What follows belongs to an exercise in optimizing a design on an open flow for small area, a short achievable clock period and few clock cycles per item; a production flow would make more cautious choices. In this exercise RTL edits were held to simulation tests only and were not proved equivalent to the original.

File: flow/run.sh
#!/bin/bash
set -euo pipefail
bash standard.sh synth > synth_make.log 2>&1
SETUP_SLACK_MARGIN=7.5 bash standard.sh finish > layout_make.log 2>&1
File: standard.sh
#!/bin/bash
# synth_recipe.tcl (not shown) runs the flow's synth.tcl, then flattens the netlist and writes it again
# the make line also repeats each setting of config.mk as NAME=value (left out here)
make -C /OpenROAD-flow-scripts/flow DESIGN_CONFIG=/design/flow/config.mk WORK_HOME=/design/flow/orfs CLKGATE_MAP_FILE= SYNTH_SCRIPT=/design/flow/synth_recipe.tcl "${@:-finish}"
File: config.mk
export PLATFORM = sky130hd
export DESIGN_NAME = sha512_core
export DESIGN_NICKNAME = sha512_core
export VERILOG_FILES = /design/flow/design.v
export SDC_FILE = /design/flow/constraint.sdc
export NUM_CORES = 4
export LEC_CHECK = 0
export ABC_AREA = 1
export CAP_MARGIN = 20
export CORE_MARGIN = 2
export CORE_UTILIZATION = 40
export CTS_CLUSTER_DIAMETER = 60
export CTS_CLUSTER_SIZE = 25
export SLEW_MARGIN = 20
export SYNTH_MEMORY_MAX_BITS = 16384
File: constraint.sdc
create_clock -name core_clock -period 12.0 [get_ports {clk}]
set_input_delay 2.4000 -clock core_clock [delete_from_list [all_inputs] [get_ports {clk}]]
set_output_delay 2.4000 -clock core_clock [all_outputs]
set_load 0.01 [all_outputs]
File: design.v
module sha512_core (
    input  wire         clk,
    input  wire         rst,           
    input  wire         init,          
    input  wire         sel384,        
    input  wire         in_valid,
    input  wire [63:0]  in_data,
    output wire         in_ready,
    output wire         digest_valid,
    output wire [511:0] digest
);
    reg         started;      
    reg         var384;       
    reg         busy;         
    reg         rep;          
    reg         slow;         
    reg  [6:0]  j;            
    reg  [4:0]  k;            
    reg  [3:0]  ph;           
    reg         fin;          
    reg         rdy;          
    reg         dv;           
    reg         init_q;       
    reg         sel_q;        
    reg  [63:0] h0, h1, h2, h3, h4, h5, h6, h7;    
    reg  [63:0] a, b, c, d, e, f, g, h;            
    reg  [63:0] hkw;                               
    reg  [63:0] w [0:15];                          
    reg  [63:0] k_j;
    reg  [63:0] kreg;
    always @(*) begin
        case (j)
        7'd0: k_j = 64'h428a2f98d728ae22;
        7'd1: k_j = 64'h7137449123ef65cd;
        7'd2: k_j = 64'hb5c0fbcfec4d3b2f;
        7'd3: k_j = 64'he9b5dba58189dbbc;
        7'd4: k_j = 64'h3956c25bf348b538;
        7'd5: k_j = 64'h59f111f1b605d019;
        7'd6: k_j = 64'h923f82a4af194f9b;
        7'd7: k_j = 64'hab1c5ed5da6d8118;
        7'd8: k_j = 64'hd807aa98a3030242;
        7'd9: k_j = 64'h12835b0145706fbe;
        7'd10: k_j = 64'h243185be4ee4b28c;
        7'd11: k_j = 64'h550c7dc3d5ffb4e2;
        7'd12: k_j = 64'h72be5d74f27b896f;
        7'd13: k_j = 64'h80deb1fe3b1696b1;
        7'd14: k_j = 64'h9bdc06a725c71235;
        7'd15: k_j = 64'hc19bf174cf692694;
        7'd16: k_j = 64'he49b69c19ef14ad2;
        7'd17: k_j = 64'hefbe4786384f25e3;
        7'd18: k_j = 64'h0fc19dc68b8cd5b5;
        7'd19: k_j = 64'h240ca1cc77ac9c65;
        7'd20: k_j = 64'h2de92c6f592b0275;
        7'd21: k_j = 64'h4a7484aa6ea6e483;
        7'd22: k_j = 64'h5cb0a9dcbd41fbd4;
        7'd23: k_j = 64'h76f988da831153b5;
        7'd24: k_j = 64'h983e5152ee66dfab;
        7'd25: k_j = 64'ha831c66d2db43210;
        7'd26: k_j = 64'hb00327c898fb213f;
        7'd27: k_j = 64'hbf597fc7beef0ee4;
        7'd28: k_j = 64'hc6e00bf33da88fc2;
        7'd29: k_j = 64'hd5a79147930aa725;
        7'd30: k_j = 64'h06ca6351e003826f;
        7'd31: k_j = 64'h142929670a0e6e70;
        7'd32: k_j = 64'h27b70a8546d22ffc;
        7'd33: k_j = 64'h2e1b21385c26c926;
        7'd34: k_j = 64'h4d2c6dfc5ac42aed;
        7'd35: k_j = 64'h53380d139d95b3df;
        7'd36: k_j = 64'h650a73548baf63de;
        7'd37: k_j = 64'h766a0abb3c77b2a8;
        7'd38: k_j = 64'h81c2c92e47edaee6;
        7'd39: k_j = 64'h92722c851482353b;
        7'd40: k_j = 64'ha2bfe8a14cf10364;
        7'd41: k_j = 64'ha81a664bbc423001;
        7'd42: k_j = 64'hc24b8b70d0f89791;
        7'd43: k_j = 64'hc76c51a30654be30;
        7'd44: k_j = 64'hd192e819d6ef5218;
        7'd45: k_j = 64'hd69906245565a910;
        7'd46: k_j = 64'hf40e35855771202a;
        7'd47: k_j = 64'h106aa07032bbd1b8;
        7'd48: k_j = 64'h19a4c116b8d2d0c8;
        7'd49: k_j = 64'h1e376c085141ab53;
        7'd50: k_j = 64'h2748774cdf8eeb99;
        7'd51: k_j = 64'h34b0bcb5e19b48a8;
        7'd52: k_j = 64'h391c0cb3c5c95a63;
        7'd53: k_j = 64'h4ed8aa4ae3418acb;
        7'd54: k_j = 64'h5b9cca4f7763e373;
        7'd55: k_j = 64'h682e6ff3d6b2b8a3;
        7'd56: k_j = 64'h748f82ee5defb2fc;
        7'd57: k_j = 64'h78a5636f43172f60;
        7'd58: k_j = 64'h84c87814a1f0ab72;
        7'd59: k_j = 64'h8cc702081a6439ec;
        7'd60: k_j = 64'h90befffa23631e28;
        7'd61: k_j = 64'ha4506cebde82bde9;
        7'd62: k_j = 64'hbef9a3f7b2c67915;
        7'd63: k_j = 64'hc67178f2e372532b;
        7'd64: k_j = 64'hca273eceea26619c;
        7'd65: k_j = 64'hd186b8c721c0c207;
        7'd66: k_j = 64'heada7dd6cde0eb1e;
        7'd67: k_j = 64'hf57d4f7fee6ed178;
        7'd68: k_j = 64'h06f067aa72176fba;
        7'd69: k_j = 64'h0a637dc5a2c898a6;
        7'd70: k_j = 64'h113f9804bef90dae;
        7'd71: k_j = 64'h1b710b35131c471b;
        7'd72: k_j = 64'h28db77f523047d84;
        7'd73: k_j = 64'h32caab7b40c72493;
        7'd74: k_j = 64'h3c9ebe0a15c9bebc;
        7'd75: k_j = 64'h431d67c49c100d4c;
        7'd76: k_j = 64'h4cc5d4becb3e42b6;
        7'd77: k_j = 64'h597f299cfc657e2a;
        7'd78: k_j = 64'h5fcb6fab3ad6faec;
        7'd79: k_j = 64'h6c44198c4a475817;
        7'd81: k_j = 64'h428a2f98d728ae22;
        default: k_j = 64'h0;
        endcase
    end
    function [63:0] csa_s(input [63:0] x, input [63:0] y, input [63:0] z);
        csa_s = x ^ y ^ z;
    endfunction
    function [63:0] csa_c(input [63:0] x, input [63:0] y, input [63:0] z);
        csa_c = {(x[62:0] & y[62:0]) | (x[62:0] & z[62:0]) | (y[62:0] & z[62:0]), 1'b0};
    endfunction
    function [63:0] bk_add(input [63:0] x, input [63:0] y);
        reg [63:0] gg, pp, p0;
        integer dd, ii;
        begin
            gg = x & y;
            pp = x ^ y;
            p0 = pp;
            for (dd = 1; dd < 64; dd = dd * 2)
                for (ii = 2 * dd - 1; ii < 64; ii = ii + 2 * dd) begin
                    gg[ii] = gg[ii] | (pp[ii] & gg[ii - dd]);
                    pp[ii] = pp[ii] & pp[ii - dd];
                end
            for (dd = 16; dd >= 1; dd = dd / 2)
                for (ii = 3 * dd - 1; ii < 64; ii = ii + 2 * dd) begin
                    gg[ii] = gg[ii] | (pp[ii] & gg[ii - dd]);
                    pp[ii] = pp[ii] & pp[ii - dd];
                end
            bk_add = p0 ^ {gg[62:0], 1'b0};
        end
    endfunction
    wire [63:0] bs1 = {e[13:0], e[63:14]} ^ {e[17:0], e[63:18]} ^ {e[40:0], e[63:41]};
    wire [63:0] bs0 = {a[27:0], a[63:28]} ^ {a[33:0], a[63:34]} ^ {a[38:0], a[63:39]};
    wire [63:0] ch  = (e & f) ^ (~e & g);
    wire [63:0] maj = (a & b) | (a & c) | (b & c);
    wire [63:0] t1s = csa_s(hkw, bs1, ch);
    wire [63:0] t1c = csa_c(hkw, bs1, ch);
    wire [63:0] as0 = csa_s(hkw, ch, maj);
    wire [63:0] ac0 = csa_c(hkw, ch, maj);
    wire [63:0] as1 = csa_s(as0, bs1, bs0);
    wire [63:0] ac1 = csa_c(as0, bs1, bs0);
    wire [63:0] as2 = csa_s(as1, ac1, ac0);
    wire [63:0] ac2 = csa_c(as1, ac1, ac0);
    wire [63:0] a_rnd = as2 + ac2;
    wire [63:0] es1 = csa_s(t1s, t1c, d);
    wire [63:0] ec1 = csa_c(t1s, t1c, d);
    wire [63:0] e_rnd = es1 + ec1;
    wire [63:0] w1  = w[1];
    wire [63:0] w14 = w[14];
    wire [63:0] ss0 = {w1[0], w1[63:1]} ^ {w1[7:0], w1[63:8]} ^ {7'b0, w1[63:7]};
    wire [63:0] ss1 = {w14[18:0], w14[63:19]} ^ {w14[60:0], w14[63:61]} ^ {6'b0, w14[63:6]};
    wire [63:0] ws1 = csa_s(ss1, w[9], ss0);
    wire [63:0] wc1 = csa_c(ss1, w[9], ss0);
    wire [63:0] ws2 = csa_s(ws1, wc1, w[0]);
    wire [63:0] wc2 = csa_c(ws1, wc1, w[0]);
    wire [63:0] w_new = bk_add(ws2, wc2);
    wire accept = in_valid & rdy;
    wire idle   = ~busy & ~slow;
    wire fast   = busy & ~rep;
    reg  ld;      
    reg  u3;      
    reg  u2;      
    reg  u1;      
    reg  sc;      
    reg  u0;      
    reg  pre;     
    wire j_load = ld;
    wire j_last = u1;
    wire sched  = sc;
    reg         busy_n, rep_n, slow_n, fin_n;
    reg  [6:0]  j_n;
    reg  [4:0]  k_n;
    reg  [3:0]  ph_n;
    always @(*) begin
        busy_n = busy;
        rep_n  = rep;
        slow_n = slow;
        j_n    = j + 7'd1;
        k_n    = k;
        ph_n   = ph + 4'd1;
        fin_n  = j_last;
        if (idle) begin
            j_n = 7'd0;
            if (accept) begin
                busy_n = 1'b1;
                rep_n  = 1'b0;
                j_n    = 7'd1;
            end
        end else if (slow) begin
            if (accept) begin
                k_n = k + 5'd1;
                if (k == 5'd15) begin
                    slow_n = 1'b0;
                    busy_n = 1'b1;
                    rep_n  = 1'b1;
                    j_n    = 7'd0;
                end
            end
        end else begin
            if (fast && j <= 7'd15 && !in_valid) begin
                busy_n = 1'b0;
                slow_n = 1'b1;
                k_n    = {1'b0, j[3:0]};
                ph_n   = j[3:0] + 4'd1;
            end else if (j_last) begin
                if (accept) begin
                    rep_n = 1'b0;
                    j_n   = 7'd1;
                end else begin
                    busy_n = 1'b0;
                    j_n    = 7'd0;
                end
            end
        end
    end
    wire upd3 = u3;
    wire upd2 = u2;
    wire upd1 = u1;
    wire upd0 = fin;
    wire [63:0] hsa = ({64{upd3}} & h3) | ({64{upd2}} & h2) | ({64{upd1}} & h1) | ({64{u0}} & h0);
    wire [63:0] hse = ({64{upd3}} & h7) | ({64{upd2}} & h6) | ({64{upd1}} & h5) | ({64{u0}} & h4);
    wire [63:0] suma = bk_add(hsa, a);
    wire [63:0] sume = bk_add(hse, e);
    wire [63:0] h7_nx = init_q ? (sel_q ? 64'h47b5481dbefa4fa4 : 64'h5be0cd19137e2179) : h7;
    wire [63:0] slot_in = sched ? w_new : (accept ? in_data : w[0]);
    integer i;
    always @(posedge clk) begin
        for (i = 0; i < 15; i = i + 1)
            w[i] <= w[i + 1];
        w[15] <= slot_in;
        kreg <= k_j;
        hkw <= bk_add(csa_s(g, kreg, w[15]), csa_c(g, kreg, w[15]));
        if (j_load) begin
            a <= fin ? suma : h0;
            b <= h1;
            c <= h2;
            d <= h3;
            e <= fin ? sume : h4;
            f <= h5;
            g <= h6;
            h <= h7;
        end else begin
            a <= a_rnd;
            b <= a;
            c <= b;
            d <= c;
            e <= e_rnd;
            f <= e;
            g <= pre ? h7_nx : f;    
            h <= g;
        end
        if (init_q) begin
            if (sel_q) begin
                h0 <= 64'hcbbb9d5dc1059ed8;
                h1 <= 64'h629a292a367cd507;
                h2 <= 64'h9159015a3070dd17;
                h3 <= 64'h152fecd8f70e5939;
                h4 <= 64'h67332667ffc00b31;
                h5 <= 64'h8eb44a8768581511;
                h6 <= 64'hdb0c2e0d64f98fa7;
                h7 <= 64'h47b5481dbefa4fa4;
            end else begin
                h0 <= 64'h6a09e667f3bcc908;
                h1 <= 64'hbb67ae8584caa73b;
                h2 <= 64'h3c6ef372fe94f82b;
                h3 <= 64'ha54ff53a5f1d36f1;
                h4 <= 64'h510e527fade682d1;
                h5 <= 64'h9b05688c2b3e6c1f;
                h6 <= 64'h1f83d9abfb41bd6b;
                h7 <= 64'h5be0cd19137e2179;
            end
        end else begin
            if (upd0) begin h0 <= suma; h4 <= sume; end
            if (upd1) begin h1 <= suma; h5 <= sume; end
            if (upd2) begin h2 <= suma; h6 <= sume; end
            if (upd3) begin h3 <= suma; h7 <= sume; end
        end
        init_q <= init & ~rst;
        sel_q  <= sel384;
        if (rst) begin
            started <= 1'b0;
            busy    <= 1'b0;
            rep     <= 1'b0;
            slow    <= 1'b0;
            fin     <= 1'b0;
            rdy     <= 1'b0;
            dv      <= 1'b0;
            j       <= 7'd0;
            k       <= 5'd0;
            ph      <= 4'd0;
            ld      <= 1'b0;
            u3      <= 1'b0;
            u2      <= 1'b0;
            u1      <= 1'b0;
            sc      <= 1'b0;
            u0      <= 1'b1;
            pre     <= 1'b1;
        end else if (init) begin
            started <= 1'b1;
            var384  <= sel384;
            busy    <= 1'b0;
            rep     <= 1'b0;
            slow    <= 1'b0;
            fin     <= 1'b0;
            rdy     <= 1'b1;
            dv      <= 1'b0;
            j       <= 7'd0;
            k       <= 5'd0;
            ph      <= 4'd0;
            ld      <= 1'b0;
            u3      <= 1'b0;
            u2      <= 1'b0;
            u1      <= 1'b0;
            sc      <= 1'b0;
            u0      <= 1'b1;
            pre     <= 1'b1;
        end else begin
            pre  <= ~busy_n | (j_n == 7'd0) | (j_n == 7'd81);
            u0   <= ~(busy & (j == 7'd78)) & ~u3 & ~u2;
            ld   <= busy_n & (j_n == 7'd1);
            u3   <= busy & (j == 7'd78);
            u2   <= u3;
            u1   <= u2;
            sc   <= busy_n & (j_n >= 7'd16) & (j_n <= 7'd79);
            busy <= busy_n;
            rep  <= rep_n;
            slow <= slow_n;
            fin  <= fin_n;
            j    <= j_n;
            k    <= k_n;
            ph   <= ph_n;
            rdy  <= started & ((~busy_n & ~slow_n) |
                               (busy_n & ~rep_n & (j_n <= 7'd15)) |
                               (busy_n & (j_n == 7'd81)) |
                               (slow_n & (ph_n == k_n[3:0])));
            dv   <= started & ~busy_n & ~slow_n & ~fin_n;
        end
    end
    assign in_ready     = rdy;
    assign digest_valid = dv;
    assign digest = {h0, h1, h2, h3, h4, h5,
                     var384 ? 128'd0 : {h6, h7}};
endmodule
==> results of run 1 <==
==> Yosys cell counts (all sizes together), types with 8 or more instances <==
cell       n
a31o       9
nand3b    23
xnor2    283
a22o      57
a21oi    376
edfxtp   385
nor2     852
mux2i     63
a31oi     69
buf       72
inv     1647
xor2     408
o22ai    123
nand3    317
fa       633
nor4      21
or2       80
clkbuf   352
o211ai    62
o21a      13
a32o       8
ha       394
nand2   2017
a21boi     9
nor3      56
o21bai    28
a221o     35
a21o      30
o21ai   1177
o311ai     9
o31ai     17
a22oi     30
o221ai    35
dfxtp   1760
nand4     96
==> worst max-delay path, delay by kind of cell (launching register included) <==
family	cells	cell delay (ps)
AOI/OAI and AO/OA	3	1400
buffers and inverters	4	1690
DFF	1	470
and+or+nand+nor	2	870
==> worst paths after layout <==
check                 start        end  slack [ps]  cells after the start
hold reg to reg   w[11][42]  w[10][42]         300                      0
setup reg to reg       j[3]   kreg[46]        7160                      9
hold / removal    w[11][42]  w[10][42]         300                      0
setup / recovery       j[3]   kreg[46]        7160                      9
==> metal layers <==
layer | routed length (microns) | GRT usage, % | vias up
met3 | 58500 | 9.82 | 1055
met2 | 232000 | 58.9 | 5344
met1 | 229000 | 55.1 | 45548
met4 | 31300 | 18.3 | 28
li1 | - | - | 38965
met5 | 406 | 0 | -
==> cells in the final DEF, fill, tap and decap left out, types with 312 or more instances in the layout <==
master	netlist	final
nor2_1	841	656
xor2_1	408	315
ha_1	394	312
fa_1	633	616
o21ai_0	1158	972
inv_1	1633	1593
buf_4	1	354
edfxtp_1	385	385
clkdlybuf4s50_1	0	439
dfxtp_1	1760	1481
nand2_1	2009	1887
==> final cells by class <==
type	instances	share of cell area, %
Timing Repair inverter	2	0.0249
Clock inverter	115	1.22
Sequential cell	2145	36.4
Clock buffer	187	3.42
Timing Repair Buffer	1044	7.83
Inverter	1651	4.83
Antenna cell	34	0.0651
Tap cell	3515	3.37
Multi-Input combinational cell	7369	42.9
==> repair_timing <==
| item | 4_1_cts | 5_1_grt |
|---|---|---|
| pin swaps | 88 | 167 |
| buffers inserted | 151 | 141 |
| cloned | 17 | 8 |
| setup endpoints to repair | 846 | 279 |
| hold buffers | 0 | 0 |
| resized for setup | 1400 | 960 |
==> logic make-up (layout without fill, tap and decap cells) <==
| family | after synthesis | count (layout) |
|---|---|---|
| AND/OR/NAND/NOR | 3473 | 3473 |
| flip-flops | 2145 | 2145 |
| AO/OA/AOI/OAI | 2115 | 2115 |
| buffers and inverters | 2075 | 2999 |
| adder cells (fa/ha/maj) | 1027 | 1027 |
| XOR/XNOR | 691 | 691 |
| multiplexers | 63 | 63 |
| other | 0 | 34 |
==> through the flow <==
step | cells
floorplan | 11589
global placement | 15408
detailed placement | 15409
CTS | 15879
global route | 16031
finish | 16062
==> summary.txt, run 1 <==
The cell chosen for the clock root is clkbuf_16. The synthesized netlist devotes 5.75% of its cell area to XOR and XNOR gates. The total DRC errors in the routed layout came out at 0. The signal on the critical path passes through buf_4, buf_4, buf_4, nand2_1, clkinvlp_4, nand3_1, a31oi_1, o21ai_0, o21ai_0.

The slew at the pin closest to its max-slew limit came out at about 1200 ps. The total length of routed wires is between 500 and 600 mm. The number of placement rows came out at 188. The number of warnings issued by yosys is 2. Setup violations remaining at the end of the flow were counted as 0. Dividing the detail-routed via count by the number of cells gives ~5.7.

Among the stages of the critical path, the cell type that occurs most often is buf_4. The total count of hold-check failures in the final report is 0. The CTS H-tree depth is 4.

The maximum fanout along the worst path is 39. In the post-synthesis netlist, the biggest area contributors are dfxtp_1, fa_1, edfxtp_1, nand2_1, inv_1. The fraction of synthesis flops using an asynchronous set or reset pin came out at 0%. The synthesized design contains 385 enable-type register cells.

The area of the mapped netlist came out at 105000 sq um. The count of nets left with antenna violations once routing finished came out at 0.

The number of nets in the final layout is 13.5k. At the end of routability-driven placement, the weighted congestion stood at roughly 1.1. The clock latency at the later pin of the worst-skew pair came out at between 900 and 1000 ps. The predominant post-synthesis flop cell is dfxtp_1. The final instance area is 131000 sq um. The horizontal extent of the die came out at 517 microns. Summed over its instances, the top area cell type makes up 33.5% of the synthesized netlist area.

The area taken by multi-input logic gates is between 50000 and 60000 sq um. The flow ran to the end and the layout has no timing, DRC or antenna violations. Summing all placed instances gives a cell area of roughly 120000 sq um. The average size of a mapped cell is roughly 9.1 sq um. STA classifies the critical path startpoint as a flop.

The synthesized netlist cell count is 11.6k. The tree built by TritonCTS fans out to between 2k and 2.5k sinks. Entering global routing, the biggest net connects 132 pins.

The number of antenna violations at the first check in global routing came out at 52. The length of the first detailed-routing pass in iterations came out at 9. Summing the areas of all fa, ha and maj instances in the mapped netlist gives 16.7% of the synthesized area.

Synthesis inferred 2145 register bits. Timing analysis after detailed placement gives a worst setup slack of 4940 ps. The max-slew headroom at the worst pin is 18.0%.

The standard cell with the maximum stage delay on the critical path is o21ai_0. The detailed placer's ending HPWL is 438 mm. The worst hold-check slack came out at 304 ps. Summing the areas of all compound-gate instances in the mapped netlist gives 11.4% of the synthesized area. The number of buffers inserted during clock tree synthesis is 172.

Summing all flip-flop and latch instances after layout gives 47500 sq um. The slack of the critical path came out at a little over 7000 ps. The maximum clock skew at final layout is 118 ps. At the end of the flow the core is filled with cells to 49.9%.

The share of synthesized cell area in and, or, nand and nor gates came out at between 10% and 20%. The chip height is just over 500 microns. The via count is 90.9k.

The effective utilization at floorplan came out at 40.2%. The biggest area contributor in the post-synthesis netlist is dfxtp_1. The total die area came out at 267000 sq um.

The data arrival time of the critical path is 5470 ps. The aggregate global-route resource usage is roughly two fifths. The number of violations reported at the end of detailed-routing iteration 0 came out at between 10k and 15k. The mux contribution to synthesized area is 0.599%. Of the available clock period, the critical path in the final layout requires 40.3%. The maximum clock insertion buffer count came out at 4. The core region is between 200000 and 300000 sq um.

The number of input and output port buffers inserted is roughly 580. The number of flip-flops under the largest register name came out at 1024. The number of slew-limit violations in the final report is 0.

The share of the Yosys chip area taken by registers is 44.5%. The required time at the endpoint of the critical path is 12640 ps.

The worst setup path is captured at a flop. The number of max-cap violations came out at 0. After routing, the total negative slack on setup checks comes to 0 ps. In the final routed layout, each cell accounts on average for 34.3 microns. By area, the combinational part of the netlist is dominated by adder cells. Setup repair after global routing could not meet its margin everywhere. The maximum clock rate is 207 MHz. 583 I/O pins were placed. The longest individual stage delay on the worst path came out at a little over 700 ps.

The share of post-route cells with drive strength above 1 came out at 17.3%. The clock period minus final worst setup slack came out at 4840 ps. After global routing the overflow that remains totals 0. The number of nets in the synthesized netlist is 12.7k.

The fill cell instance count of the final layout is 24.5k. The first global-routing pass estimated ~730 mm of wire. The number of global-route vias before repair was approximately 87k. The worst setup path is of the reg -> reg kind. After clock tree synthesis, the clock-pin slew on the worst setup and hold paths is 90 ps. The layout overhead on the synthesized area came out at 24.2%.

Ranked by flip-flop count, first place goes to w. TritonCTS built the clock tree. The number of distinct library cell variants in the gate-level netlist after synthesis came out at 66.

The worst hold path belongs to the class reg -> reg.
Testbench counts, summed over its fixed seeds: cycles 90,678, blocks 1,110.
==> run 2: changes to the inputs <==
--- a/config.mk
+++ b/config.mk
@@ -8,8 +8,6 @@
 export ABC_AREA = 1
 export CAP_MARGIN = 20
 export CORE_MARGIN = 2
-export CORE_UTILIZATION = 40
-export CTS_CLUSTER_DIAMETER = 60
-export CTS_CLUSTER_SIZE = 25
+export CORE_UTILIZATION = 55
 export SLEW_MARGIN = 20
 export SYNTH_MEMORY_MAX_BITS = 16384
==> summary.txt, run 2 <==
The flow stopped in global routing. The effective utilization at floorplan is 55.3% (+15 points). By area the synthesized netlist is led by dfxtp_1, fa_1, edfxtp_1, nand2_1, inv_1. The area of the mapped netlist is 105000 sq um (unchanged). The number of buffers inserted during clock tree synthesis is 208 (+21%). The number of distinct library cell variants in the gate-level netlist after synthesis was 66 (unchanged). The aggregate global-route resource usage came out at 72.9%. The maximum clock insertion buffer count is 3 (-1).

The count of boundary I/O pins was 583 (unchanged). The first error in the log reads "[ERROR GRT-0116] Global routing finished with congestion. Check the congestion regions in the DRC Viewer". The cell sitting at the root of the clock tree is a clkbuf_16. The number of input and output port buffers inserted came out at 582 (unchanged). The number of placement rows came out at 160 (-15%). The most frequent cell after synthesis is nand2_1.

The proportion of synthesized chip area in sequential cells came to 44.5% (unchanged). The clock sink count came out at 2145 (unchanged). The routability congestion estimate from global placement came out at 1.17 (+8.4%). The number of hold buffers added after cts came out at 0 (unchanged). The number of warnings issued by yosys was 2 (unchanged). The horizontal extent of the die is 441 microns (-15%). The net count after synthesis is 12.7k (unchanged). The flow did not finish.

The overall overflow remaining after global route came out at roughly 250. Summed over all instances, the cell type with the most area after synthesis is dfxtp_1. In the synthesized netlist, the cells that appear most often are nand2_1, dfxtp_1, inv_1, o21ai_0, nor2_1. The cell count after placement is 14.4k (-6.8%). The number of global-route vias before repair was around 110k. The share of the synthesized area in the top cell type came out at 33.5% (unchanged). The average size of a mapped cell was 9.08 sq um (unchanged).

The fraction of synthesis flops using an asynchronous set or reset pin came out at 0% (unchanged). The first-pass GRT wire length came out at around 980 mm. The chip height came to 441 microns (-15%).

The number of enable-type register cells in the synthesized netlist came out at 385 (unchanged). The maximum number of pins on one net before global-route repair came out at between 200 and 250. For this run, the leading register cell type out of synthesis is dfxtp_1. The detailed placer's ending HPWL is 412 mm (-6.0%). The register bit total from synthesis came to 2145 (unchanged). The synthesized netlist cell count is 11.6k (unchanged). The CTS H-tree depth is 4 (unchanged).
run 2: metal layers:
metal / global-route usage [%] / GRT overflow
met1: 78.5 / 40
met5: 26.5 / 3
met4: 62.1 / 79
met3: 58.5 / 30
met2: 86.9 / 95
run 2: worst min-delay path by stage:
stage                          end  slack, ps  cells past startpoint      from
after floorplan           w[10][0]        310                      0  w[11][0]
after global placement    w[11][9]        310                      0  w[12][9]
after detailed placement  w[1][38]        310                      0  w[2][38]
after CTS                 w[10][3]        220                      0  w[11][3]
run 2: cells by family after synthesis:
family	count (synthesis)	share of synthesized area, %
flops	2145	44.5
compound gates	2115	11.4
buf+inv	2075	7.46
mux	63	0.599
xor+xnor	691	5.75
simple gates	3473	13.5
fa+ha+maj	1027	16.7
run 2: per-stage QoR:
stage	cell area, sq um	worst slack [ps]
floorplan	105000	7590
global placement	113000	5720
detailed placement	114000	5710
CTS	127000	6990
run 2: repair_timing:
item	CTS
pin swaps	135
gates cloned	16
setup endpoints to repair	713
setup buffers	143
gates resized for setup	1841
==> run 3: changes to the inputs <==
==> flow/run.sh (replaced) <==
#!/bin/bash
# The standard layout (the standard.sh), run with two settings of its own:
#  - timing repair aims for extra setup slack (SETUP_SLACK_MARGIN),
set -euo pipefail
bash standard.sh synth > synth_make.log 2>&1
export BUFFER_PORTS_ARGS="-buffer_cell sky130_fd_sc_hd__buf_1"
SETUP_SLACK_MARGIN=7.5 bash standard.sh finish > layout_make.log 2>&1
--- a/config.mk
+++ b/config.mk
@@ -8,6 +8,8 @@
 export ABC_AREA = 1
 export CAP_MARGIN = 20
 export CORE_MARGIN = 2
-export CORE_UTILIZATION = 55
+export CORE_UTILIZATION = 40
+export CTS_CLUSTER_DIAMETER = 60
+export CTS_CLUSTER_SIZE = 25
 export SLEW_MARGIN = 20
 export SYNTH_MEMORY_MAX_BITS = 16384
==> summary.txt, run 3 <==
By area, the combinational part of the netlist is dominated by adder cells. The post-synthesis share of cell area spent on xor and xnor gates came out at 5.75% (unchanged). Among all flip-flop cells after synthesis, the most frequent one is dfxtp_1. The total count of hold-check failures in the final report is 0. Entering global routing, the biggest net connects 191 pins. The number of input and output port buffers inserted is 582 (unchanged).

The number of nets in the final layout is 13.4k. The final sum of negative setup slack came out at 0 ps. STA puts the critical path data required time at 9600 ps.

Between clock sinks in the finished design, the worst skew comes to 97.2 ps. The worst setup path is launched from a flop. The synthesized netlist cell count is 11.6k (unchanged). The share of the synthesized area in the top cell type came to 33.5% (unchanged). The fraction of synthesis flops using an asynchronous set or reset pin is 0% (unchanged). Walking the worst path, the cells encountered are buf_6, buf_16, buf_16, buf_4, nor2_4, buf_1.

The clock-pin slew on the worst setup and hold paths came out at 90 ps. The number of hold buffers added after cts was 0 (unchanged). The count of antenna-violating nets left after detailed routing is 0. The number of buffers inserted during clock tree synthesis is 167 (-20%). The first-pass GRT wire length is 681 mm. Of all cell types, the one taking the most synthesized area is dfxtp_1. The share of the core filled with cells came out at 47.9%. In this design, the stage delay of the slowest critical-path cell is 400 ps. Compared with the post-synthesis result, the final layout area differs by 19.3%. In the post-synthesis netlist, the cell with the most instances is nand2_1. The detailed placer's ending HPWL came to 403 mm (-2.2%).

The count of endpoints failing setup in the final report came out at 0. The worst reg2reg path depth is 12. The count of boundary I/O pins came to 583 (unchanged). The detailed-route wire length per cell came out at 32.1 microns. The number of flip-flops under the largest register name is 1024. The worst path uses between 30% and 40% of the clock period. The cell chosen for the clock root is clkbuf_16. The path class of the tightest hold or removal check is reg -> reg. The clock sink count was 2145 (unchanged). Among all stages on the critical path, the largest delay is contributed by edfxtp_1. The mux contribution to synthesized area is 0.599% (unchanged). The number of enable-type register cells in the synthesized netlist came out at 385 (unchanged).

The number of max-cap violations came out at 0. The maximum clock rate is 210 MHz. The cell seen most often among critical-path stages is buf_16.

The maximum clock insertion buffer count is 4 (+1). The max-slew headroom at the worst pin is 20.7%. The slack of the worst reg-to-reg path is 7350 ps.

The TritonCTS clock tree is done. The clock latency at the later pin of the worst-skew pair came out at 920 ps. Using the TritonRoute via totals, the vias-per-cell ratio works out to 5.57.

The flow ran to the end and the layout has no timing, DRC or antenna violations. The fill cell instance count of the final layout came out at 25.3k. The CTS H-tree depth came out at 4 (unchanged).

The routability congestion estimate from global placement came out at 1.13 (-3.5%). Setup repair after global routing could not meet its margin everywhere. The commonest non-fill, non-tap cell in the layout is nand2_1. The share of post-route cells with drive strength above 1 came out at ~15%. The number of slew-limit violations in the final report came to 0. The horizontal extent of the die came out at 517 microns (+17%). The number of antenna violations at the first check in global routing came out at 45. The non-filler instance count after layout is 16.0k. The total DRC errors in the routed layout is 0. The area of the mapped netlist is 105000 sq um (unchanged). The overall overflow remaining after global route is 0. Counting instances in the post-synthesis netlist gives the leading cell types as nand2_1, dfxtp_1, inv_1, o21ai_0, nor2_1. The register bit total from synthesis is 2145 (unchanged).

Global routing consumed, over all layers together, 37.0% of the routing resources. The length of the first detailed-routing pass in iterations came out at 10. The element type at the critical path end is a primary output. The average size of a mapped cell came to 9.08 sq um (unchanged).

The worst setup path is of the reg -> out kind. The maximum fanout along the worst path is 7. The slew at the pin closest to its max-slew limit is 1180 ps. Ranked by flip-flop count, first place goes to w.

The proportion of synthesized chip area in sequential cells came out at 44.5% (unchanged). In the layout the commonest cells are nand2_1, inv_1, dfxtp_1. The number of placement rows came out at 188 (+18%). The die covers 267000 sq um.

The clock period minus final worst setup slack came out at 4750 ps. The number of global-route vias before repair was 82.9k. The share of synthesized cell area in and, or, nand and nor gates is 13.5% (unchanged). The data arrival time of the critical path came out at 2350 ps. The cell count after placement came out at 15.4k (+7.1%). The effective utilization at floorplan is 40.2% (-15 points). The path length in cells of the critical path is 6.

The chip height came to 517 microns (+17%). The number of distinct library cell variants in the gate-level netlist after synthesis is 66 (unchanged). The top cell family by delay on the critical path is buffers and inverters. The number of instances on the worst hold path is 0. The core area came out at 262000 sq um. The adder and majority gate portion of the synthesized area came out at 16.7% (unchanged).

The via count is 88.8k. The number of buffers and inverters on the critical path came out at 5. The number of violations reported at the end of detailed-routing iteration 0 is 11.0k. Sorting the synthesized cells by area gives the leading types as dfxtp_1, fa_1, edfxtp_1, nand2_1, inv_1. The number of warnings issued by yosys is 2 (unchanged). The total length of routed wires came out at 511 mm. The compound-gate portion of the synthesized area is 11.4% (unchanged).

The net count after synthesis came out at 12.7k (unchanged).
-- run 3: cell counts after synthesis --
Identical to the previous run, type by type.
-- run 3: worst paths after layout --
check,startpoint,endpoint
setup / recovery,var384,digest[94]
hold / removal,w[3][6],w[2][6]
setup reg to reg,j[0],kreg[53]
hold reg to reg,w[3][6],w[2][6]
-- run 3: through the flow --
step           setup slack (ps)  hold slack (ps)  area [sq um]
2_1_floorplan              7590              310        105000
3_3_place_gp               5030              310        111000
3_5_place_dp               5010              312        111000
4_1_cts                    7300              267        121000
5_1_grt                    7190              283        125000
6_report                   7250              287        126000
-- run 3: cell families after synthesis --
| family | count (synthesis) |
|---|---|
| AOI/OAI and AO/OA | 2115 |
| xor gates and xnor gates | 691 |
| adders and majority gates | 1027 |
| buffers and inverters | 2075 |
| DFF | 2145 |
| muxes | 63 |
| and+or+nand+nor | 3473 |
-- run 3: final cells by class --
type                    count  area, sq um  share of cell area (%)
clock inverters            96         1300                    1.03
well taps                3515         4400                    3.50
flip-flops and latches   2145        47500                    37.8
inverters                1651         6250                    4.98
clock buffers             187         4400                    3.50
repair buffers            968         6750                    5.37
diodes                     20         50.0                  0.0399
multi-input cells        7369        54900                    43.7
-- run 3: worst register-to-register path, cell delays in order, from the launching register on --
cell and delay [ps]:
dfxtp_2 310, buf_4 390, inv_1 200, buf_4 280
ha_4 500, nand2_1 370, buf_4 360, a21oi_1 790
inv_1 150, nand2_1 120, nand2_1 80, o211ai_1 230
a32o_1 700
-- run 3: repair_timing --
| action | CTS | global route |
|---|---|---|
| setup buffers | 91 | 142 |
| gates cloned | 12 | 12 |
| resized for setup | 1011 | 744 |
| setup endpoints to repair | 762 | 257 |
| pin swaps | 94 | 132 |
-- run 3: per-layer routing --
metal	vias to the layer above	GRT usage [%]	share of wire, %
met5	-	0	0.033
met4	28	19.2	6.4
met3	1019	8.55	11
met2	5052	53.7	42
met1	43925	51.1	41
li1	38787	-	-
==> run 4: changes to the inputs <==
--- a/config.mk
+++ b/config.mk
@@ -9,7 +9,5 @@
 export CAP_MARGIN = 20
 export CORE_MARGIN = 2
 export CORE_UTILIZATION = 40
-export CTS_CLUSTER_DIAMETER = 60
-export CTS_CLUSTER_SIZE = 25
 export SLEW_MARGIN = 20
 export SYNTH_MEMORY_MAX_BITS = 16384
==> summary.txt, run 4 <==
The element type at the critical path end is a flop. The average size of a mapped cell came out at 9.08 sq um (unchanged). The number of warnings issued by yosys is 2 (unchanged). The number of buffers and inverters on the critical path came out at 1 (-4). The detailed-route wire length per cell is 32.0 microns (-0.17%). The pre-CTS worst setup slack was 5010 ps (unchanged). The number of flip-flops under the largest register name came to 1024 (unchanged).

Yosys attributes the largest share of cell area to dfxtp_1, fa_1, edfxtp_1, nand2_1, inv_1. The adder and majority gate portion of the synthesized area is 16.7% (unchanged). Setup repair after global routing could not meet its margin everywhere. The number of nets in the final layout came out at 13.5k (+0.46%). The class of the most critical hold timing path is reg -> reg. The final clock period utilization by the worst path was 39.6% (-0.059 points). The chip height is 517 microns (unchanged). The cell count after placement came out at 15.4k (unchanged). The core area came out at 262000 sq um (unchanged). The post-synthesis share of cell area spent on xor and xnor gates came out at 5.75% (unchanged).

The register bit total from synthesis came out at 2145 (unchanged). The share of post-route cells with drive strength above 1 came out at 15.9% (+0.63 points). STA classifies the critical path startpoint as a flop. The compound-gate portion of the synthesized area came out at 11.4% (unchanged). CTS placed an instance of clkbuf_16 at the clock tree root.

Of all cell types, the one taking the most synthesized area is dfxtp_1. The number of distinct library cell variants in the gate-level netlist after synthesis came out at 66 (unchanged). The standard cell with the maximum stage delay on the critical path is xnor2_1. The startpoint-to-endpoint class of the critical path is reg -> reg. The total length of routed wires came out at 515 mm (+0.63%). The number of antenna violations at the first check in global routing is 52 (+16%). The count of endpoints failing setup in the final report came out at 0 (unchanged). The worst hold-check slack came out at 263 ps (-24.3 ps).

The routability congestion estimate from global placement is 1.13 (unchanged). TritonCTS built the clock tree. The CTS H-tree depth is 4 (unchanged). The maximum clock rate was 211 MHz (+0.15%).

The count of antenna-violating nets left after detailed routing came out at 0 (unchanged). The library cells used most frequently in the layout, excluding fill and tap cells, are nand2_1, inv_1, dfxtp_1. Traced cell by cell, the critical path runs through xnor2_1, xor2_1, inv_1, fa_1, fa_1, ha_1, a21oi_1, o221a_2, nand2_4, nand2_2, nand2_2, nand2_1, nand2_1, fa_2, xor2_2, xor2_1, xnor2_1, nand2_1, o21ai_1.

The data arrival time of the critical path came out at 5570 ps (+3220 ps). Among cell families on the critical path, the largest total delay comes from adder cells. The fill cell instance count of the final layout was 25.0k (-1.4%). The required time at the endpoint of the critical path is 12820 ps (+3220 ps). The maximum fanout along the worst path came out at 4 (-3). By instance count, the leading cell after synthesis is nand2_1. The share of the synthesized area in the top cell type is 33.5% (unchanged). The final sum of negative setup slack is 0 ps (unchanged). The clock latency at the later pin of the worst-skew pair came out at 950 ps (+30 ps). Leaving out fill and tap cells, the most frequent cell in the layout is nand2_1. The share of synthesized cell area in and, or, nand and nor gates came to 13.5% (unchanged). The average vias per placed instance is 5.56 (-0.22%). The count of boundary I/O pins is 583 (unchanged).

The longest individual stage delay on the worst path is 630 ps (+230 ps). The mux contribution to synthesized area came out at 0.599% (unchanged). The clock period minus final worst setup slack is 4750 ps (-7.12 ps).

The total count of hold-check failures in the final report is 0 (unchanged). In this design, the critical path's most frequently occurring cell is nand2_1. The number of slew-limit violations in the final report was 0 (unchanged). The layout overhead on the synthesized area is 21.9%. The predominant post-synthesis flop cell is dfxtp_1.

The first-pass GRT wire length is 687 mm (+0.82%). The maximum clock insertion buffer count is 4 (unchanged). The number of hold buffers added after cts came out at 0 (unchanged). The proportion of synthesized chip area in sequential cells came out at 44.5% (unchanged). The number of violations reported at the end of detailed-routing iteration 0 came out at 11.3k (+2.1%).

The maximum number of pins on one net before global-route repair was 191 (unchanged). The max-slew headroom at the worst pin came out at 22.3% (+1.6 points). The register name with the most flops is w.

The total DRC errors in the routed layout was 0 (unchanged). The number of input and output port buffers inserted came out at 582 (unchanged). The maximum clock skew at final layout is 133 ps (+36.3 ps).

The synthesized netlist cell count came to 11.6k (unchanged). The via count came out at 89.3k (+0.59%). After synthesis, the largest family of logic cells by area is adder cells. The clock sink count is 2145 (unchanged). The total die area came out at 267000 sq um (unchanged). The length of the first detailed-routing pass in iterations came to 5 (-5). The fraction of synthesis flops using an asynchronous set or reset pin is 0% (unchanged).

The number of max-cap violations is 0 (unchanged). The detailed placer's ending HPWL came out at 403 mm (unchanged). The number of placement rows is 188 (unchanged). The number of global-route vias before repair came out at 84.1k (+1.4%). The number of enable-type register cells in the synthesized netlist came out at 385 (unchanged). The area of the mapped netlist is 105000 sq um (unchanged). The slack of the critical path came out at 7250 ps (+7.12 ps). The clock-pin slew on the worst setup and hold paths is 70 ps (-20 ps). The overall overflow remaining after global route is 0 (unchanged).

The slew at the pin closest to its max-slew limit is 1150 ps (-23.3 ps). The net count after synthesis is 12.7k (unchanged). The effective utilization at floorplan came to 40.2% (unchanged). The aggregate global-route resource usage came out at 37.3% (+0.28 points). The run finished with no timing, DRC or antenna violations. The horizontal extent of the die is 517 microns (unchanged). The commonest cells after synthesis are nand2_1, dfxtp_1, inv_1, o21ai_0, nor2_1.

The number of buffers inserted during clock tree synthesis is 225 (+35%). The non-filler instance count after layout is 16.1k (+0.80%).
[run 4: changes by cell type in the layout (fill, tap and decap cells not counted), moves of 17 or more]
cell       before  now
clkbuf_16     179  240
clkbuf_1        9   38
bufinv_16       5   25
nor2_4        104  139
buf_2          52   19
buf_6          68  115
inv_12         19    0
clkinv_2        5   41
nor2_2         96   76
clkbuf_8        8   25
[run 4: per-stage QoR]
stage	area (sq um)	util [%]
2_1_floorplan	105000	-
3_3_place_gp	111000	42.5
3_5_place_dp	111000	42.5
4_1_cts	124000	47.3
5_1_grt	128000	49.0
6_report	128000	49.0
[run 4: final timing paths]
check             cells after the start         to  slack (ps)      start
setup reg to reg                     19  w[15][63]        7250  w[14][50]
setup / recovery                     19  w[15][63]        7250  w[14][50]
hold / removal                        0   w[9][18]         260  w[10][18]
hold reg to reg                       0   w[9][18]         260  w[10][18]
[run 4: cell families (layout without fill, tap and decap cells)]
kind of cell               Yosys count  after routing
other                                0             22
DFF                               2145           2145
and+or+nand+nor                   3473           3473
muxes                               63             63
buffers and inverters             2075           3028
adders and majority gates         1027           1027
AOI/OAI and AO/OA                 2115           2115
xor gates and xnor gates           691            691
[run 4: area by class of cell]
class | instances | area [sq um] | share of cell area [%]
Sequential cell | 2145 | 47500 | 37.0
Inverter | 1651 | 6270 | 4.89
Tap cell | 3515 | 4400 | 3.43
Antenna cell | 22 | 55.1 | 0.0429
Clock inverter | 110 | 1370 | 1.06
Timing Repair Buffer | 971 | 7140 | 5.56
Clock buffer | 296 | 6320 | 4.92
Multi-Input combinational cell | 7369 | 55300 | 43.1
[run 4: timing repair]
item,in CTS,in global routing
setup buffers,91,142
pin swaps,86,168
cloned,19,8
gates resized for setup,1053,812
setup endpoints to repair,761,253
[run 4: per-layer routing]
layer	part of all wire, %	GRT usage, %	routed length (microns)
met1	41	51.2	211000
met2	42	54.1	214000
met4	6.5	19.7	33600
met5	0.026	0	136
met3	11	8.81	56100
[run 4: worst register-to-register path: stages (launching register included)]
cell,delay [ps]
dfxtp_2,400
xnor2_1,640
xor2_1,340
inv_1,110
fa_1,530
fa_1,420
ha_1,350
a21oi_1,240
o221a_2,250
nand2_4,60
nand2_2,60
nand2_2,50
nand2_1,70
nand2_1,70
fa_2,360
xor2_2,190
xor2_1,220
xnor2_1,160
nand2_1,70
o21ai_1,80
==> run 5: changes to the inputs <==
--- a/config.mk
+++ b/config.mk
@@ -8,6 +8,9 @@
 export ABC_AREA = 1
 export CAP_MARGIN = 20
 export CORE_MARGIN = 2
-export CORE_UTILIZATION = 40
+export CORE_UTILIZATION = 45
+export CTS_CLUSTER_DIAMETER = 60
+export CTS_CLUSTER_SIZE = 25
+export PLACE_DENSITY = 0.68
 export SLEW_MARGIN = 20
 export SYNTH_MEMORY_MAX_BITS = 16384
==> summary.txt, run 5 <==
The run finished with no timing, DRC or antenna violations. The maximum clock rate is 213 MHz (+1.1%). The number of input and output port buffers inserted came out at 582 (unchanged). The count of antenna-violating nets left after detailed routing is 0 (unchanged). The via count is 89.0k (-0.39%). The longest individual stage delay on the worst path came out at 620 ps (about the same). In this run the worst setup path begins at j[0]. The number of violations reported at the end of detailed-routing iteration 0 is 11.7k (+4.0%). The number of flip-flops under the largest register name is 1024 (unchanged). The adder and majority gate portion of the synthesized area came out at 16.7% (unchanged).

The clock-pin slew on the worst setup and hold paths came to 100 ps (+30 ps). Broken down by cell family, the worst path's largest delay share belongs to compound AO/OA/AOI/OAI gates. In the post-synthesis netlist, the cell with the most instances is nand2_1. The length of the first detailed-routing pass in iterations came to 8 (+3). The area of placed instances came out at 111000 sq um (-0.60%). The standard cell with the maximum stage delay on the critical path is o221ai_1. The worst reg2reg path depth came out at 12 (-7). The register bit total from synthesis came out at 2145 (unchanged). In this design, the critical path's most frequently occurring cell is buf_4. The routability congestion estimate from global placement was 1.15 (+1.5%).

The first-pass GRT wire length was 661 mm (-3.8%). The net count after synthesis is 12.7k (unchanged). The effective utilization at floorplan is 45.2% (+5.1 points). The total DRC errors in the routed layout came to 0 (unchanged). The total count of hold-check failures in the final report came out at 0 (unchanged). The core area is 233000 sq um (-11%). The maximum clock insertion buffer count is 3 (-1). The share of post-route cells with drive strength above 1 came to 13.8% (-2.1 points). The max-slew headroom at the worst pin is 11.4% (-11 points). The final clock period utilization by the worst path was 39.1% (-0.42 points). The number of enable-type register cells in the synthesized netlist came to 385 (unchanged). The chip height was 488 microns (-5.7%). The average vias per placed instance came out at 5.78 (+4.1%). The required time at the endpoint of the critical path is 12700 ps (-120 ps). In this run the critical register-to-register path is launched from j[0]. The maximum clock skew at final layout is 64.8 ps (-68.7 ps). Setup repair after global routing could not meet its margin everywhere.

The register with the most flip-flops in the final layout is w. The proportion of synthesized chip area in sequential cells is 44.5% (unchanged). The number of antenna violations at the first check in global routing is 40 (-23%). The number of instances on the worst hold path came out at 0 (unchanged). The data arrival time of the critical path is 5400 ps (-170 ps). In this run the most critical hold path is launched from w[10][12]. The compound-gate portion of the synthesized area came out at 11.4% (unchanged). The synthesized netlist cell count came out at 11.6k (unchanged). The worst setup path is launched from a flop. The share of synthesized cell area in and, or, nand and nor gates is 13.5% (unchanged). The clock latency at the later pin of the worst-skew pair is 880 ps (-70 ps). The maximum fanout along the worst path was 20 (+16). The number of global-route vias before repair is 83.3k (-1.0%). The commonest cells after synthesis are nand2_1, dfxtp_1, inv_1, o21ai_0, nor2_1. The setup path with the least slack is of type reg -> reg. The total die area is 238000 sq um (-11%). The CTS H-tree depth was 4 (unchanged). The average size of a mapped cell came out at 9.08 sq um (unchanged). The number of distinct library cell variants in the gate-level netlist after synthesis came to 66 (unchanged). The total length of routed wires is 489 mm (-5.1%). The number of buffers inserted during clock tree synthesis is 155 (-31%). The count of endpoints failing setup in the final report was 0 (unchanged). The share of the core filled with cells is 53.0% (+4.1 points). The share of the synthesized area in the top cell type came to 33.5% (unchanged).

The final instance area came out at 123000 sq um (-3.9%). The maximum number of pins on one net before global-route repair is 173 (-9.4%). TritonCTS built the clock tree. The number of buffers and inverters on the critical path came out at 5 (+4). The number of max-cap violations is 0 (unchanged).

The clock period minus final worst setup slack is 4700 ps (-50.4 ps). The fraction of synthesis flops using an asynchronous set or reset pin is 0% (unchanged). The signal on the critical path passes through buf_4, inv_1, buf_4, ha_1, inv_1, nor2_1, buf_4, nor2_2, o21ai_0, o221ai_1, o211ai_1, a32o_1. The dominant combinational cell family by area after synthesis is adder cells. The most used flip-flop cell after synthesis is dfxtp_1. The number of placement rows was 177 (-5.9%). The class of the most critical hold timing path is reg -> reg.

The clock sink count is 2145 (unchanged). The slew at the pin closest to its max-slew limit was 1320 ps (+162 ps). The area of the mapped netlist came out at 105000 sq um (unchanged). In the post-synthesis netlist, the biggest area contributors are dfxtp_1, fa_1, edfxtp_1, nand2_1, inv_1. The mux contribution to synthesized area is 0.599% (unchanged). The aggregate global-route resource usage came out at 40.0% (+2.7 points).

Of all cell types, the one taking the most synthesized area is dfxtp_1. The detailed-route wire length per cell is 31.8 microns (-0.80%). The number of slew-limit violations in the final report came out at 0 (unchanged). The overall overflow remaining after global route is 0 (unchanged). The count of boundary I/O pins came out at 583 (unchanged). From synthesis to final layout, the design area changed by 17.2%. The element type at the critical path end is a flop.

The top cell types in the final layout, fill and taps aside, are nand2_1, inv_1, dfxtp_1. The number of warnings issued by yosys is 2 (unchanged). The library cell used most frequently in the layout, excluding fill and tap cells, is nand2_1.

The post-synthesis share of cell area spent on xor and xnor gates was 5.75% (unchanged). CTS placed an instance of clkbuf_16 at the clock tree root. The detailed placer's ending HPWL came out at 389 mm (-3.4%). The path length in cells of the critical path is 12 (-7). The number of nets in the final layout is 13.3k (-1.2%). The final sum of negative setup slack came out at 0 ps (unchanged). The horizontal extent of the die came out at 488 microns (-5.7%).
run 5: worst paths after layout:
check	end	slack, ps
worst min register to register	w[9][12]	290
worst min-delay path	w[9][12]	290
worst max-delay path	kreg[56]	7300
worst max register to register	kreg[56]	7300
run 5: layout make-up:
cell class / instances / area (sq um)
Sequential cell: 2145 / 47500
Tap cell: 3043 / 3810
Clock buffer: 166 / 3980
Fill cell: 21231 / 109000
Multi-Input combinational cell: 7369 / 54700
Clock inverter: 102 / 1520
Inverter: 1651 / 6270
Antenna cell: 26 / 65.1
Timing Repair Buffer: 883 / 5480
run 5: cells by family (layout without fill, tap and decap cells):
family	count (synthesis)	after routing
DFF	2145	2145
adders and majority gates	1027	1027
and+or+nand+nor	3473	3473
buffers and inverters	2075	2802
other	0	26
xor gates and xnor gates	691	691
AOI/OAI and AO/OA	2115	2115
muxes	63	63
run 5: what timing repair did:
action / 4_1_cts / 5_1_grt
buffers inserted: 51 / 115
hold buffers: 0 / 0
gates cloned: 10 / 8
pin swaps: 64 / 64
endpoints found under the setup margin: 533 / 270
resized for setup: 913 / 649
run 5: metal layers:
| layer | track usage (%) | up-vias | wire length (microns) |
|---|---|---|---|
| met1 | 54.1 | 43701 | 195000 |
| met4 | 23.1 | 26 | 34300 |
| met2 | 56.9 | 5587 | 201000 |
| li1 | - | 38569 | - |
| met5 | 0.204 | - | 220 |
| met3 | 11.3 | 1097 | 58300 |
run 5: through the flow:
step / setup WS [ps] / std cells / hold slack [ps]
floorplan: 7590 / 11589 / 310
global placement: 6200 / 14907 / 310
detailed placement: 6180 / 14907 / 312
CTS: 7370 / 15236 / 290
global route: 7220 / 15369 / 297
finish: 7300 / 15385 / 292
==> run 6: changes to the inputs <==
--- a/design.v
+++ b/design.v
@@ -11,6 +11,7 @@
 );
     reg         started;      
     reg         var384;       
+    reg         var384b;      
     reg         busy;         
     reg         rep;          
     reg         slow;         
@@ -288,6 +289,8 @@
         end
         init_q <= init & ~rst;
         sel_q  <= sel384;
+        if (init_q)
+            var384b <= sel_q;
         if (rst) begin
             started <= 1'b0;
             busy    <= 1'b0;
@@ -350,5 +353,5 @@
     assign in_ready     = rdy;
     assign digest_valid = dv;
     assign digest = {h0, h1, h2, h3, h4, h5,
-                     var384 ? 128'd0 : {h6, h7}};
+                     var384 ? 64'd0 : h6, var384b ? 64'd0 : h7};
 endmodule
==> summary.txt, run 6 <==
The count of antenna-violating nets left after detailed routing came out at 0 (unchanged). The total DRC errors in the routed layout is 0 (unchanged). The count of boundary I/O pins came out at 583 (unchanged). The number of global-route vias before repair came out at 84.5k (+1.5%). The maximum clock rate came to 209 MHz (-1.7%). The element type at the critical path end is a flop.

The number of slew-limit violations in the final report came out at 0 (unchanged). The number of enable-type register cells in the synthesized netlist is 386 (+0.26%). The share of the synthesized area in the top cell type is 33.5% (about the same).

The clock period minus final worst setup slack came out at 4780 ps (+81.2 ps). The register with the most flip-flops in the final layout is w. The horizontal extent of the die came out at 488 microns (about the same).

The slack of the critical path came out at 7220 ps (-81.2 ps). The effective utilization at floorplan is 45.3% (about the same). The slew at the pin closest to its max-slew limit came out at 1320 ps (+1.04 ps). The number of max-cap violations is 0 (unchanged). The required time at the endpoint of the critical path came to 12640 ps (-60 ps). The overall overflow remaining after global route was 0 (unchanged). The count of endpoints failing setup in the final report is 0 (unchanged). The number of input and output port buffers inserted came to 582 (unchanged). The run finished with no timing, DRC or antenna violations. The number of distinct library cell variants in the gate-level netlist after synthesis came out at 69 (+4.5%).

The core area came out at 233000 sq um (unchanged). Sorting the synthesized cells by how often they occur yields nand2_1, dfxtp_1, inv_1, o21ai_0, nor2_1. Setup repair after global routing could not meet its margin everywhere. The path class of the tightest hold or removal check is reg -> reg. By instance count, the leading cell after synthesis is nand2_1. The area of the mapped netlist came out at 105000 sq um (about the same). The fraction of synthesis flops using an asynchronous set or reset pin came out at 0% (unchanged). The proportion of synthesized chip area in sequential cells came out at 44.5% (about the same). The aggregate global-route resource usage came to 43.4% (+3.4 points).

The detailed-route wire length per cell came out at 34.3 microns (+8.1%). The register bit total from synthesis came out at 2146 (+0.047%). The clock-pin slew on the worst setup and hold paths came out at 90 ps (about the same). The number of buffers inserted during clock tree synthesis is 159 (+2.6%).

The number of warnings issued by yosys was 2 (unchanged). The layout overhead on the synthesized area is 19.2%. The data arrival time of the critical path is 5420 ps (+20 ps).

The pre-CTS worst setup slack is 6030 ps (-145 ps). In the post-synthesis netlist, the biggest area contributors are dfxtp_1, fa_1, edfxtp_1, nand2_1, inv_1. The number of hold buffers added after cts was 0 (unchanged).

The net count after synthesis is 12.7k (+0.11%). Among all flip-flop cells after synthesis, the most frequent one is dfxtp_1. The clock latency at the later pin of the worst-skew pair came out at 910 ps (+30 ps). STA classifies the critical path startpoint as a flop. TritonCTS built the clock tree. The number of violations reported at the end of detailed-routing iteration 0 is 11.9k (+2.0%). The final sum of negative setup slack is 0 ps (unchanged). The average size of a mapped cell came out at 9.07 sq um (about the same). Summed over all instances, the cell type with the most area after synthesis is dfxtp_1. The number of nets in the final layout is 13.4k (+0.68%). The maximum fanout along the worst path came out at 20 (unchanged). The via count is 90.4k (+1.6%). The synthesized netlist cell count came out at 11.6k (+0.12%). The most critical setup path has its startpoint at j[0]. The first-pass GRT wire length came out at 705 mm (+6.8%).

The detailed placer's ending HPWL is 421 mm (+8.3%). The number of flip-flops under the largest register name was 1024 (unchanged). The clock sink count came out at 2146 (+0.047%).

The max-slew headroom at the worst pin is 11.3% (-0.070 points). The commonest non-fill, non-tap cell in the layout is nand2_1. The share of post-route cells with drive strength above 1 came out at 15.3% (+1.5 points). The total length of routed wires is 531 mm (+8.7%).

The CTS H-tree depth came out at 4 (unchanged). The chip height was 488 microns (about the same). The total die area is 238000 sq um (about the same). The worst hold-check slack is 302 ps (+10.4 ps). The number of placement rows is 177 (unchanged). The total count of hold-check failures in the final report is 0 (unchanged). The maximum clock skew at final layout is 117 ps (+52.0 ps).

The number of antenna violations at the first check in global routing is 33 (-18%). The final clock period utilization by the worst path came out at 39.8% (+0.68 points). In this run the critical register-to-register path is launched from j[0].

The top cell types in the final layout, fill and taps aside, are nand2_1, inv_1, dfxtp_1. The length of the first detailed-routing pass in iterations is 10 (+2). The average vias per placed instance came out at 5.85 (+1.1%).

The fill cell instance count of the final layout came out at 21.0k (-0.87%). The maximum number of pins on one net before global-route repair came out at 178 (+2.9%).

The startpoint of the worst hold path is w[5][58]. By startpoint and endpoint, the worst setup path is classified as reg -> reg. The cell chosen for the clock root is clkbuf_16. The routability congestion estimate from global placement came out at 1.09 (-4.8%). The maximum clock insertion buffer count came out at 3 (unchanged).
-- run 6: cell types whose count changed in the layout (fill, tap and decap cells not counted), moves of 21 or more --
cell      previous run  this run
a21oi_1            303       280
buf_1              493       572
buf_2               35         3
buf_4              240       299
clkbuf_2            33         4
ha_1               331       309
ha_4                26        49
inv_1             1618      1597
nand2_1           1919      1890
nand3_1            290       325
nor2_1             703       668
nor2_2              76       106
nor2_4              71        97
o21ai_0           1009       960
-- run 6: cell families (layout without fill, tap and decap cells) --
family	Yosys count	in the layout	synth area share, %
buffers and inverters	2068	2878	7.43
multiplexers	65	65	0.618
AND/OR/NAND/NOR	3533	3533	13.8
flip-flops	2146	2146	44.5
XOR/XNOR	689	689	5.73
other	0	17	0
AO/OA/AOI/OAI	2075	2075	11.2
adder cells (fa/ha/maj)	1027	1027	16.7
-- run 6: layer usage --
layer / share of wire (%) / track usage, % / up-vias
li1: - / - / 38776
met1: 42 / 61.6 / 45230
met2: 41 / 61.9 / 5502
met3: 12 / 12.1 / 920
met4: 5.2 / 17.6 / 16
met5: 0.019 / 0 / -
-- run 6: cell type report --
| type | instances | area [sq um] | area share, % |
|---|---|---|---|
| inverter | 1643 | 6210 | 4.95 |
| clock inverter | 99 | 1550 | 1.24 |
| antenna | 17 | 42.5 | 0.0339 |
| sequential | 2146 | 47500 | 37.9 |
| tap | 3043 | 3810 | 3.03 |
| clock buffer | 179 | 4130 | 3.29 |
| timing repair buffer | 957 | 6070 | 4.84 |
| multi-input combinational | 7389 | 56100 | 44.7 |
-- run 6: worst max-delay path: stages (launching register included) --
cell	delay (ps)
dfxtp_2	310
buf_4	280
inv_1	100
buf_4	370
ha_1	500
nor2_1	280
inv_1	340
nor2_1	80
buf_4	190
inv_1	470
o211ai_1	340
o21ai_0	750
a31oi_1	120
nor3_1	210
o22ai_1	150
-- run 6: worst paths after layout --
path | endpoint | slack [ps] | depth (start not counted)
setup / recovery | kreg[27] | 7220 | 14
hold / removal | w[4][58] | 300 | 0
setup reg to reg | kreg[27] | 7220 | 14
hold reg to reg | w[4][58] | 300 | 0
-- run 6: stage by stage --
step / instance area, sq um / cells / util, %
global route: 125000 / 15457 / 53.9
CTS: 121000 / 15309 / 52.2
global placement: 111000 / 14927 / 47.6
detailed placement: 111000 / 14928 / 47.6
finish: 125000 / 15473 / 54.0
floorplan: 105000 / 11603 / -
-- run 6: repair_timing --
action                      CTS  global route
setup endpoints to repair   618           142
cloned                        8             5
gates resized for setup    1093           652
setup buffers                95           142
pin swaps                    57           119
hold endpoints to repair      0             0
Testbench counts of run 6, summed over its fixed seeds: cycles 90,678, blocks 1,110.
==> run 7: changes to the inputs <==
--- a/config.mk
+++ b/config.mk
@@ -8,9 +8,8 @@
 export ABC_AREA = 1
 export CAP_MARGIN = 20
 export CORE_MARGIN = 2
-export CORE_UTILIZATION = 45
+export CORE_UTILIZATION = 40
 export CTS_CLUSTER_DIAMETER = 60
 export CTS_CLUSTER_SIZE = 25
-export PLACE_DENSITY = 0.68
 export SLEW_MARGIN = 20
 export SYNTH_MEMORY_MAX_BITS = 16384
==> summary.txt, run 7 <==
The number of nets in the final layout came to 13.4k (+0.015%). The number of distinct library cell variants in the gate-level netlist after synthesis came out at 69 (unchanged). The CTS H-tree depth came out at 4 (unchanged). In the layout the commonest cells are nand2_1, inv_1, dfxtp_1. The fill cell instance count of the final layout is 25.4k (+21%).

In the synthesized netlist the dominant register cell turns out to be dfxtp_1. Ranked by total cell area, the synthesized netlist is headed by dfxtp_1, fa_1, edfxtp_1, nand2_1, inv_1. The maximum fanout along the worst path was 20 (unchanged). The layout overhead on the synthesized area came to 19.1% (about the same).

The share of the synthesized area in the top cell type is 33.5% (unchanged). The register bit total from synthesis was 2146 (unchanged). The data arrival time of the critical path came out at 5400 ps (-20 ps). The clock-pin slew on the worst setup and hold paths was 90 ps (about the same). The average vias per placed instance is 5.58 (-4.5%). The total length of routed wires is 507 mm (-4.5%).

The flow ran to the end and the layout has no timing, DRC or antenna violations. The clock sink count is 2146 (unchanged). The synthesized netlist cell count is 11.6k (unchanged). The number of enable-type register cells in the synthesized netlist was 386 (unchanged). The maximum clock rate is 211 MHz (+0.98%). The total die area is 267000 sq um (+12%).

The required time at the endpoint of the critical path is 12670 ps (+30 ps). The number of global-route vias before repair is 83.9k (-0.74%). The max-slew headroom at the worst pin came out at 18.1% (+6.8 points). TritonCTS built the clock tree. The number of antenna violations at the first check in global routing came out at 33 (unchanged).

The count of boundary I/O pins came out at 583 (unchanged). The maximum number of pins on one net before global-route repair is 124 (-30%). The worst setup path is launched from a flop. The commonest non-fill, non-tap cell in the layout is nand2_1. The number of violations reported at the end of detailed-routing iteration 0 came to 11.6k (-3.2%). The net count after synthesis came out at 12.7k (unchanged). The length of the first detailed-routing pass in iterations is 6 (-4).

The clock period minus final worst setup slack is 4730 ps (-46.5 ps). The detailed-route wire length per cell is 31.8 microns (-7.3%). The routability congestion estimate from global placement was 1.16 (+6.5%).

Counting flops per register, the top entry is w. The detailed placer's ending HPWL is 399 mm (-5.3%). The share of post-route cells with drive strength above 1 is 14.7% (-0.66 points). The biggest area contributor in the post-synthesis netlist is dfxtp_1. The clock latency at the later pin of the worst-skew pair came out at 920 ps (about the same). The via count came out at 89.0k (-1.6%). The chip height is 517 microns (+6.0%).

The overall overflow remaining after global route is 0 (unchanged). The final clock period utilization by the worst path came out at 39.4% (-0.39 points). The number of input and output port buffers inserted came out at 582 (unchanged).

The number of flip-flops under the largest register name came out at 1024 (unchanged). The most frequent cell after synthesis is nand2_1.
## run 7: what timing repair did
item	4_1_cts	5_1_grt
setup endpoints to repair	590	175
resized for setup	968	686
hold buffers	0	0
buffers inserted	94	132
pin swaps	72	126
gates cloned	14	8
## run 7: layout make-up
cell class,count,share of cell area [%]
antenna,18,0.0359
clock buffer,175,3.40
clock inverter,97,1.08
inverter,1643,4.98
multi-input combinational,7389,44.1
sequential,2146,37.9
tap,3515,3.51
timing repair buffer,953,4.97
## run 7: path summary, 6_finish.rpt
check | end | cells past startpoint | start
worst max-delay path | kreg[12] | 11 | j[0]
worst min-delay path | w[11][58] | 0 | w[12][58]
worst min register to register | w[11][58] | 0 | w[12][58]
worst max register to register | kreg[12] | 11 | j[0]
## run 7: layer usage
metal	global-route usage (%)	vias to the layer above	part of all wire, %
met5	0	-	0.055
met1	49.9	43976	41
li1	-	38750	-
met4	21.2	10	7.2
met3	9.39	1058	11
met2	52.7	5171	41
## run 7: kinds of logic after synthesis
kind of cell,count (synthesis),share of synthesized area [%]
and+or+nand+nor,3533,13.8
xor gates and xnor gates,689,5.73
adders and majority gates,1027,16.7
DFF,2146,44.5
muxes,65,0.618
AOI/OAI and AO/OA,2075,11.2
buffers and inverters,2068,7.43
## run 7: stage by stage
stage	cells	setup WS, ps	utilization, %	instance area [sq um]
floorplan	11603	7600	-	105000
global placement	15397	6290	42.4	111000
detailed placement	15398	6300	42.5	111000
CTS	15778	7420	46.4	121000
global route	15920	7200	47.9	125000
finish	15936	7270	47.9	125000
## run 7: critical path, cell delays in order (launching register included)
cell	delay [ps]
dfxtp_1	310
buf_4	380
inv_1	270
buf_4	290
ha_2	460
nor2_2	300
nand2_1	420
inv_1	800
nor2_1	260
nand3_1	130
a32oi_1	210
o21ai_1	680

==> port drivers added, routing unchanged <==
How much do the figures lean on ideal ports? The routed layouts below were timed once more, with nothing changed but the port constraints.
Step 1, drivers: a clkbuf_16 drives clk and a buf_2 each remaining input, both assumed.
Step 2 moves the port delays by t, midway between the first and last clock arrival at a register: inputs arrive t later, outputs are due t later. That takes back most of the time a late clock gives input paths.
Slacks: ideal / step 1 / step 2; pairs: ideal / step 1.
| run | t, ns | setup slack, ns | latest minus earliest clock arrival (ns) |
|---|---|---|---|
| run 1 | 0.981 | 7.161 / 7.161 / 6.961 | 0.118 / 0.118 |
| run 3 | 0.969 | 7.246 / 7.149 / 6.863 | 0.102 / 0.102 |
| run 4 | 0.983 | 7.253 / 7.183 / 6.832 | 0.138 / 0.138 |
| run 5 | 0.941 | 7.303 / 7.267 / 6.764 | 0.066 / 0.066 |
| run 6 | 0.948 | 7.222 / 7.222 / 6.696 | 0.117 / 0.117 |
| run 7 | 0.982 | 7.269 / 7.269 / 7.112 | 0.100 / 0.101 |
After both steps setup and hold are still met in every run listed. For run 5, which loses most, drivers alone change the setup slack by -0.036 ns; drivers and shift together by -0.539 ns.
